What follows belongs to an exercise in optimizing a design on an open flow for small area; a production flow would make more cautious choices. In this exercise RTL edits were held to simulation tests only and were not proved equivalent to the original. No activity file was given, so power comes from the tool's default toggle rates.

==> design.v <==
module zacwire_rx (
    input  wire        clk,
    input  wire        rst,
    input  wire [1:0]  cfg_profile,    
    input  wire [15:0] cfg_rate,       
    input  wire        ev_valid,
    input  wire [32:0] ev_word,
    input  wire        cmd_valid,
    input  wire [66:0] cmd_word,
    output wire        cmd_ready,
    output reg         rsp_valid,
    output reg  [34:0] rsp_word
);
    localparam [2:0] PH_IDLE     = 3'd0,
                     PH_START    = 3'd1,
                     PH_RECV     = 3'd2,
                     PH_PARITY   = 3'd3,
                     PH_COMPLETE = 3'd4,
                     PH_ERROR    = 3'd5;
    localparam [2:0] OP_BEGIN = 3'd0, OP_END = 3'd1, OP_TAKE = 3'd2,
                     OP_ISCONN = 3'd3, OP_READ = 3'd4;
    localparam [2:0] ST_OK = 3'd0, ST_NOTCONN = 3'd1, ST_MISREAD = 3'd2,
                     ST_BEGINFAIL = 3'd3, ST_BADOP = 3'd4;
    localparam [31:0] GAP_US = 32'd1000;
    localparam [3:0]  G1 = 4'd9;
    localparam integer FRAC = 40;
    localparam integer QW   = 22 + FRAC;    
    wire        prof14  = cfg_profile[0];
    wire        narrow  = cfg_profile[1];
    wire [3:0]  d_bits  = prof14 ? 4'd14 : 4'd13;
    wire [13:0] m_div   = prof14 ? 14'd16383 : 14'd2047;         
    wire [7:0]  r_span  = narrow ? 8'd70 : 8'd200;               
    wire [5:0]  low_mag = narrow ? 6'd10 : 6'd50;                
    wire [13:0] p_mask  = prof14 ? 14'h3FFF : 14'h07FF;
    reg [2:0]  phase;
    reg [3:0]  bit_pos;
    reg        par_acc;
    reg [13:0] acc;
    reg        last_edge_valid;
    reg [31:0] last_edge_ts;
    reg [10:0] threshold;
    reg [13:0] buf_bits [0:1];
    reg        buf_valid [0:1];
    reg        vis_idx;
    reg        hb_valid;
    reg [31:0] hb_ts;
    reg        rep_valid;
    reg [13:0] rep_payload;
    reg [31:0] rep_ts;
    reg        armed;
    wire [2:0]  cmd_op   = cmd_word[66:64];
    wire [31:0] cmd_now  = cmd_word[63:32];
    wire [31:0] cmd_tmo  = cmd_word[31:0];
    wire        cmd_fire = cmd_valid && cmd_ready;
    wire begin_ok = cmd_fire && (cmd_op == OP_BEGIN) && cmd_word[0];
    wire end_cmd  = cmd_fire && (cmd_op == OP_END);
    wire [31:0] hb_elapsed = cmd_now - hb_ts;
    wire [41:0] tmo_us     = cmd_tmo * 42'd1000;
    wire        connected  = hb_valid && ({10'd0, hb_elapsed} <= tmo_us);
    wire [13:0] vis_bits  = buf_bits[vis_idx];
    wire        vis_valid = buf_valid[vis_idx];
    wire        armed_c = begin_ok ? 1'b1 : (end_cmd ? 1'b0 : armed);
    wire [2:0]  phase_c = begin_ok ? PH_IDLE : phase;
    wire        lev_c   = begin_ok ? 1'b0 : last_edge_valid;
    wire        ev_rise  = ev_word[32];
    wire [31:0] ev_ts    = ev_word[31:0];
    wire [31:0] interval = ev_ts - last_edge_ts;
    wire        is_gap   = interval > GAP_US;
    wire        bit_val  = ({21'd0, threshold} > interval);
    wire [3:0]  bit_pos_inc = bit_pos + 4'd1;
    always @(posedge clk) begin
        if (rst) begin
            phase           <= PH_IDLE;
            bit_pos         <= 4'd0;
            par_acc         <= 1'b0;
            acc             <= 14'd0;
            last_edge_valid <= 1'b0;
            last_edge_ts    <= 32'd0;
            threshold       <= 11'd0;
            buf_bits[0]     <= 14'd0;
            buf_bits[1]     <= 14'd0;
            buf_valid[0]    <= 1'b0;
            buf_valid[1]    <= 1'b0;
            vis_idx         <= 1'b0;
            hb_valid        <= 1'b0;
            hb_ts           <= 32'd0;
            armed           <= 1'b0;
        end else begin
            armed           <= armed_c;
            phase           <= phase_c;
            last_edge_valid <= lev_c;
            if (ev_valid && armed_c) begin
                if (!lev_c) begin
                    last_edge_ts    <= ev_ts;
                    last_edge_valid <= 1'b1;
                end else begin
                    last_edge_ts <= ev_ts;
                    if (is_gap) begin
                        phase   <= PH_START;
                        acc     <= 14'd0;
                        par_acc <= 1'b0;
                        bit_pos <= 4'd0;
                    end else if (ev_rise) begin
                        case (phase_c)
                            PH_START: begin
                                threshold <= interval[10:0] + {2'b00, threshold[10:2]};
                                phase     <= PH_RECV;
                            end
                            PH_RECV: begin
                                acc     <= {acc[12:0], bit_val} & (prof14 ? 14'h3FFF : 14'h1FFF);
                                par_acc <= par_acc ^ bit_val;
                                bit_pos <= bit_pos_inc;
                                if (bit_pos_inc == G1 || bit_pos_inc == d_bits)
                                    phase <= PH_PARITY;
                            end
                            PH_PARITY: begin
                                if (bit_val != par_acc) begin
                                    phase               <= PH_ERROR;
                                    buf_bits[~vis_idx]  <= acc;
                                    buf_valid[~vis_idx] <= 1'b0;
                                    vis_idx             <= ~vis_idx;
                                end else begin
                                    par_acc <= 1'b0;
                                    if (bit_pos == d_bits) begin
                                        buf_bits[~vis_idx]  <= acc;
                                        buf_valid[~vis_idx] <= 1'b1;
                                        vis_idx             <= ~vis_idx;
                                        hb_valid            <= 1'b1;
                                        hb_ts               <= ev_ts;
                                        phase               <= PH_COMPLETE;
                                    end else begin
                                        phase <= PH_RECV;
                                    end
                                end
                            end
                            default: ;
                        endcase
                    end
                end
            end
        end
    end
    localparam [2:0] C_IDLE = 3'd0, C_MUL = 3'd1, C_CMP = 3'd2,
                     C_DIV  = 3'd3, C_FIN = 3'd4;
    reg [2:0]    cstate;
    reg [13:0]   rd_payload;
    reg [31:0]   rd_now;
    reg          rd_neg;
    reg [QW-1:0] div_q;
    reg [14:0]   div_rem;
    reg [6:0]    div_cnt;
    reg [31:0]   rd_dt;
    reg [13:0]   rd_dp;
    reg [47:0]   rate_dt;
    reg          implausible;
    assign cmd_ready = (cstate == C_IDLE);
    wire [13:0] cmd_payload = vis_bits & p_mask;
    wire [21:0] num_pos     = cmd_payload * r_span;
    wire [19:0] num_low     = low_mag * m_div;
    wire        num_neg     = num_pos < {2'b00, num_low};
    wire [21:0] num_abs     = num_neg ? ({2'b00, num_low} - num_pos)
                                      : (num_pos - {2'b00, num_low});
    wire [14:0] rem_sh  = {div_rem[13:0], div_q[QW-1]};
    wire        rem_ge  = rem_sh >= {1'b0, m_div};
    wire [14:0] rem_nxt = rem_ge ? (rem_sh - {1'b0, m_div}) : rem_sh;
    wire [63:0] lhs = rd_dp * r_span * 64'd1000000000;
    wire [63:0] rhs = rate_dt * m_div;
    reg [6:0] lead;
    integer i;
    always @(*) begin
        lead = 7'd0;
        for (i = 0; i < QW; i = i + 1)
            if (div_q[i]) lead = i[6:0];
    end
    wire [QW-1:0] q_norm  = div_q << (QW - 1 - lead);
    wire [23:0]   mant    = q_norm[QW-1:QW-24];
    wire          rnd     = q_norm[QW-25];
    wire          sticky  = (|q_norm[QW-26:0]) || (div_rem != 15'd0);
    wire          rnd_up  = rnd && (sticky || mant[0]);
    wire [24:0]   mant_r  = {1'b0, mant} + {24'd0, rnd_up};
    wire [7:0]    exp_b   = lead + 8'd127 - FRAC;
    wire [7:0]    exp_f   = mant_r[24] ? exp_b + 8'd1 : exp_b;
    wire [22:0]   frac_f  = mant_r[24] ? mant_r[23:1] : mant_r[22:0];
    wire [31:0]   fp_val  = {rd_neg, exp_f, frac_f};
    always @(posedge clk) begin
        if (rst) begin
            cstate      <= C_IDLE;
            rsp_valid   <= 1'b0;
            rsp_word    <= 35'd0;
            rep_valid   <= 1'b0;
            rep_payload <= 14'd0;
            rep_ts      <= 32'd0;
            rd_payload  <= 14'd0;
            rd_now      <= 32'd0;
            rd_neg      <= 1'b0;
            div_q       <= {QW{1'b0}};
            div_rem     <= 15'd0;
            div_cnt     <= 7'd0;
            rd_dt       <= 32'd0;
            rd_dp       <= 14'd0;
            rate_dt     <= 48'd0;
            implausible <= 1'b0;
        end else begin
            rsp_valid <= 1'b0;
            case (cstate)
                C_IDLE: begin
                    if (cmd_fire) begin
                        case (cmd_op)
                            OP_BEGIN: begin
                                rsp_valid <= 1'b1;
                                rsp_word  <= cmd_word[0] ? {ST_OK, 32'd0} : {ST_BEGINFAIL, 32'd0};
                            end
                            OP_END: begin
                                rsp_valid <= 1'b1;
                                rsp_word  <= {ST_OK, 32'd0};
                            end
                            OP_TAKE: begin
                                rsp_valid <= 1'b1;
                                rsp_word  <= {ST_OK, vis_valid, 17'd0, vis_bits};
                            end
                            OP_ISCONN: begin
                                rsp_valid <= 1'b1;
                                rsp_word  <= {ST_OK, 31'd0, connected};
                            end
                            OP_READ: begin
                                if (!connected) begin
                                    rsp_valid <= 1'b1;
                                    rsp_word  <= {ST_NOTCONN, 32'd0};
                                end else if (!vis_valid) begin
                                    rsp_valid <= 1'b1;
                                    rsp_word  <= {ST_MISREAD, 32'd0};
                                end else begin
                                    rd_payload <= cmd_payload;
                                    rd_now     <= cmd_now;
                                    rd_neg     <= num_neg;
                                    div_q      <= {num_abs, {FRAC{1'b0}}};
                                    div_rem    <= 15'd0;
                                    div_cnt    <= 7'd0;
                                    rd_dt      <= cmd_now - rep_ts;
                                    rd_dp      <= (cmd_payload > rep_payload) ? cmd_payload - rep_payload
                                                                              : rep_payload - cmd_payload;
                                    cstate     <= C_MUL;
                                end
                            end
                            default: begin
                                rsp_valid <= 1'b1;
                                rsp_word  <= {ST_BADOP, 32'd0};
                            end
                        endcase
                    end
                end
                C_MUL: begin
                    rate_dt <= cfg_rate * rd_dt;
                    cstate  <= C_CMP;
                end
                C_CMP: begin
                    implausible <= rep_valid && (lhs > rhs);
                    cstate      <= C_DIV;
                end
                C_DIV: begin
                    div_q   <= {div_q[QW-2:0], rem_ge};
                    div_rem <= rem_nxt;
                    div_cnt <= div_cnt + 7'd1;
                    if (div_cnt == QW - 1)
                        cstate <= C_FIN;
                end
                C_FIN: begin
                    rsp_valid <= 1'b1;
                    if (implausible) begin
                        rsp_word <= {ST_MISREAD, 32'd0};
                    end else begin
                        rsp_word    <= {ST_OK, fp_val};
                        rep_valid   <= 1'b1;
                        rep_payload <= rd_payload;
                        rep_ts      <= rd_now;
                    end
                    cstate <= C_IDLE;
                end
                default: cstate <= C_IDLE;
            endcase
        end
    end
endmodule
==> run.sh <==
#!/bin/bash
# synth_recipe.tcl (not shown) runs the flow's synth.tcl, then flattens the netlist and writes it again
# the make line also repeats each setting of config.mk as NAME=value (left out here)
make -C /OpenROAD-flow-scripts/flow DESIGN_CONFIG=/design/flow/config.mk WORK_HOME=/design/flow/orfs CLKGATE_MAP_FILE= SYNTH_SCRIPT=/design/flow/synth_recipe.tcl finish
==> config.mk <==
export PLATFORM = sky130hd
export DESIGN_NAME = zacwire_rx
export DESIGN_NICKNAME = zacwire_rx
export VERILOG_FILES = /design/flow/design.v
export SDC_FILE = /design/flow/constraint.sdc
export NUM_CORES = 4
export LEC_CHECK = 0
export CAP_MARGIN = 20
export CORE_MARGIN = 2
export CORE_UTILIZATION = 40
export PLACE_DENSITY = 0.6
export SLEW_MARGIN = 20
==> constraint.sdc <==
create_clock -name core_clock -period 20.0 [get_ports {clk}]
set_input_delay 4.0000 -clock core_clock [delete_from_list [all_inputs] [get_ports {clk}]]
set_output_delay 4.0000 -clock core_clock [all_outputs]
set_load 0.01 [all_outputs]
==> run notes <==
GRT Residual Overflow=0; share of the synthesized area in the top cell type=31.1%; Period Utilization, post-route=85.7%; Clk Latency, worst-skew pair=0.71 ns; critical path class=input pin to register; max-slew violations=0; Die Width=453 µm; max_cap viols=0; Final Wtd Congestion=0.975; Hold WC Path Type=register to register; min cycle time layout=17.13 ns; post-route antenna net violation count=0; first-pass GRT wire length=364,000 µm; initial antenna violation count=11; Worst EP required=20.54 ns; post-detail-place hpwl=187,000 µm; DR DRC count=0; synthesized area=80,600 µm²; PD cells=70.2 nW/µm²; top post-synthesis cells by count=1,322 x inv_1, 1,252 x fa_1, 1,112 x nand2_1; Distinct cells, synth=123; Max IR drop VDD=0.156 mV; fin cells=11,900; Avg Cell Area, Syn=8.75 µm²; vias in the first global route=66,300; die area=205,000 µm²; placed inst area=84,700 µm²; fin util=43.3%; main flop type after synthesis=dfxtp_1; Core Area=200,000 µm²; worst path buffer plus inverter count=8; total length of routed wires=223,000 µm; initial drt markers=4,350; ys async rst share=0%; clk root buf=clkbuf_16; Fillers=19,700; top-count cell post-synth=inv_1; most used routing layer=met2; Die Span Y=453 µm; post-CTS setup repair buffer count=0; overall power=6080 µW; CTS tree=yes; Reg clk slew, reported paths=0.06 ns; DR vias=64,500; CTS Buffer Depth=3; Vias/cell=5.44; status=complete, no violations; synth top area cells=fa_1 31%, ha_1 14%, dfxtp_1 10%, inv_1 6.2%, nand2_1 5.2%; Syn. warnings=1; met2 usage=35.9%; drt pass-1 iters=6; number of buffers added on ports=158; Sink Count=444; CTS Hold Buffers Added=0; Post-CTS Resized=0; synth-to-layout area growth=7.53%; Initial Util=40.3%; delay-heaviest family, CP=adder cells; Leakage=0.0398 µW; met1 usage=30.8%; met3 usage=2.83%; Startpoint Class=input pin; GRT Total Usage=22.0%; # rows=164; Boundary Pins=159; Hold Fails Final Rpt=0; top cell type by total area after synthesis=fa_1; Max FO, Critical Path=60; layout cell share with drive strength beyond 1=3.91%; number of H-tree levels=2; number of synthesized flops with an enable pin=30; CP Capture Type=register; RSZ-0062 raised after global routing=no; worst slew pin tran=1.20 ns; Num CTS Buffers=55; Final setup viols=0; design area=86,700 µm²; Gate Count Post-Synth=9,216; Fin Clk Skew=0.0876 ns; largest net degree at the start of global routing=79; Arrival @ worst endpoint=17.68 ns; sequential fraction of the synthesis area=11.4%; flops & latches, synth=444; cell count after placement=11,800; Worst slew margin=18.9%; Slowest cell on crit path=xor2_1; final layout net count=11,400; Fmax=58.4 MHz; TNS Setup=0 ns; max incr delay on CP=0.59 ns; WL/cell=18.8 µm
## metrics by stage
step           worst slack (ns)  hold WS, ns
2_1_floorplan              4.16        0.432
3_3_place_gp               2.50        0.436
3_5_place_dp               2.33        0.442
4_1_cts                    2.94        0.417
5_1_grt                    2.00        0.458
6_report                   2.87        0.421
## cells by family after synthesis
| family | share of synthesized area [%] |
|---|---|
| simple gates | 16.0 |
| fa+ha+maj | 44.9 |
| flops | 11.4 |
| buf+inv | 8.20 |
| other cells | 0.00931 |
| xor+xnor | 3.33 |
| compound gates | 13.3 |
| mux | 2.87 |
## path summary, 6_finish.rpt
path                                  endpoint  slack [ns]  cells past startpoint           start
worst min-delay path            rep_payload[3]        0.42                      2   rd_payload[3]
worst min register to register  rep_payload[3]        0.42                      2   rd_payload[3]
worst max register to register     implausible        6.45                     56        rd_dp[0]
worst max-delay path               implausible        2.87                     55  cfg_profile[1]
## routing by layer
metal	share of wire [%]	wire length (µm)
met3	5.5	12200
met1	45	101000
met4	2.2	4850
met5	0.019	42
met2	47	105000
## final cells by class
| class | count | area (µm²) | share of cell area, % |
|---|---|---|---|
| antenna | 5 | 12.5 | 0.0144 |
| sequential | 444 | 9190 | 10.6 |
| multi-input combinational | 7087 | 65000 | 75.0 |
| timing repair buffer | 245 | 2210 | 2.55 |
| clock inverter | 27 | 425 | 0.491 |
| clock buffer | 76 | 1550 | 1.78 |
| tap | 2656 | 3320 | 3.83 |
| inverter | 1326 | 4980 | 5.75 |
## sequential cells by signal (all words and copies together) (netlist names), 2 cells and up, named ones only
name,cells
acc,14
bit_pos,4
buf_bits,28
buf_valid,2
cstate,3
div_cnt,7
div_q,62
div_rem,15
hb_ts,32
last_edge_ts,32
phase,3
rate_dt,48
rd_dp,14
rd_dt,32
rd_now,32
rd_payload,14
rep_payload,14
rep_ts,32
rsp_word,35
threshold,11
## report_power, final
| group | switching, µW | total, µW | internal (µW) |
|---|---|---|---|
| Clock | 441 | 1090 | 648 |
| Sequential | 9.78 | 913 | 903 |
| Combinational | 2280 | 4080 | 1800 |
| Total | 2730 | 6080 | 3350 |
## worst min-delay path, cell delays in order, from the launching register on
cell and delay [ns]:
dfxtp_1 0.31, nand2_1 0.06, a21oi_1 0.05
## placed cells by master, fill, tap and decap left out, types with 51 or more instances in the layout
| cell | synthesis | final |
|---|---|---|
| nor2b_1 | 82 | 82 |
| o21a_1 | 80 | 80 |
| a211oi_1 | 87 | 87 |
| nand4_1 | 59 | 59 |
| clkdlybuf4s50_1 | 0 | 151 |
| and2_1 | 282 | 282 |
| nor2_1 | 540 | 536 |
| xnor2_1 | 200 | 199 |
| nand3_1 | 187 | 187 |
| xor2_1 | 107 | 107 |
| ha_1 | 889 | 888 |
| fa_1 | 1252 | 1252 |
| a21o_1 | 124 | 124 |
| nor3_1 | 160 | 157 |
| nand2b_1 | 76 | 75 |
| nand2_1 | 1112 | 1112 |
| a31oi_1 | 52 | 51 |
| o21ai_0 | 241 | 241 |
| buf_4 | 10 | 86 |
| mux2i_1 | 155 | 155 |
| a21oi_1 | 606 | 606 |
| dfxtp_1 | 414 | 414 |
| inv_1 | 1322 | 1321 |
| clkbuf_16 | 0 | 55 |

-- afterwards: timing with drivers on the ports --
The results above use ideal ports. As a check the final layout listed here was re-extracted and re-timed, cells and wires unchanged.
Step 1 assumes that a clkbuf_16 drives the clock port and a buf_2 every other input.
Step 2 times the ports against the registers' clock, not the clock port: input delays grow and output delays shrink by t, the midpoint of the rising clock arrivals with the driver on.
Three values: ideal ports, drivers, drivers and shift; two values: the first two.
t, ns: 0.750
slack for setup (ns): 2.869 / 2.935 / 2.185
latest minus earliest clock arrival (ns): 0.088 / 0.088
slew at the worst register clock pin (ns): 0.06 / 0.06
After both steps setup and hold are still met in this run. The setup slack of this run moves by +0.066 ns with the drivers and by -0.684 ns with both steps.
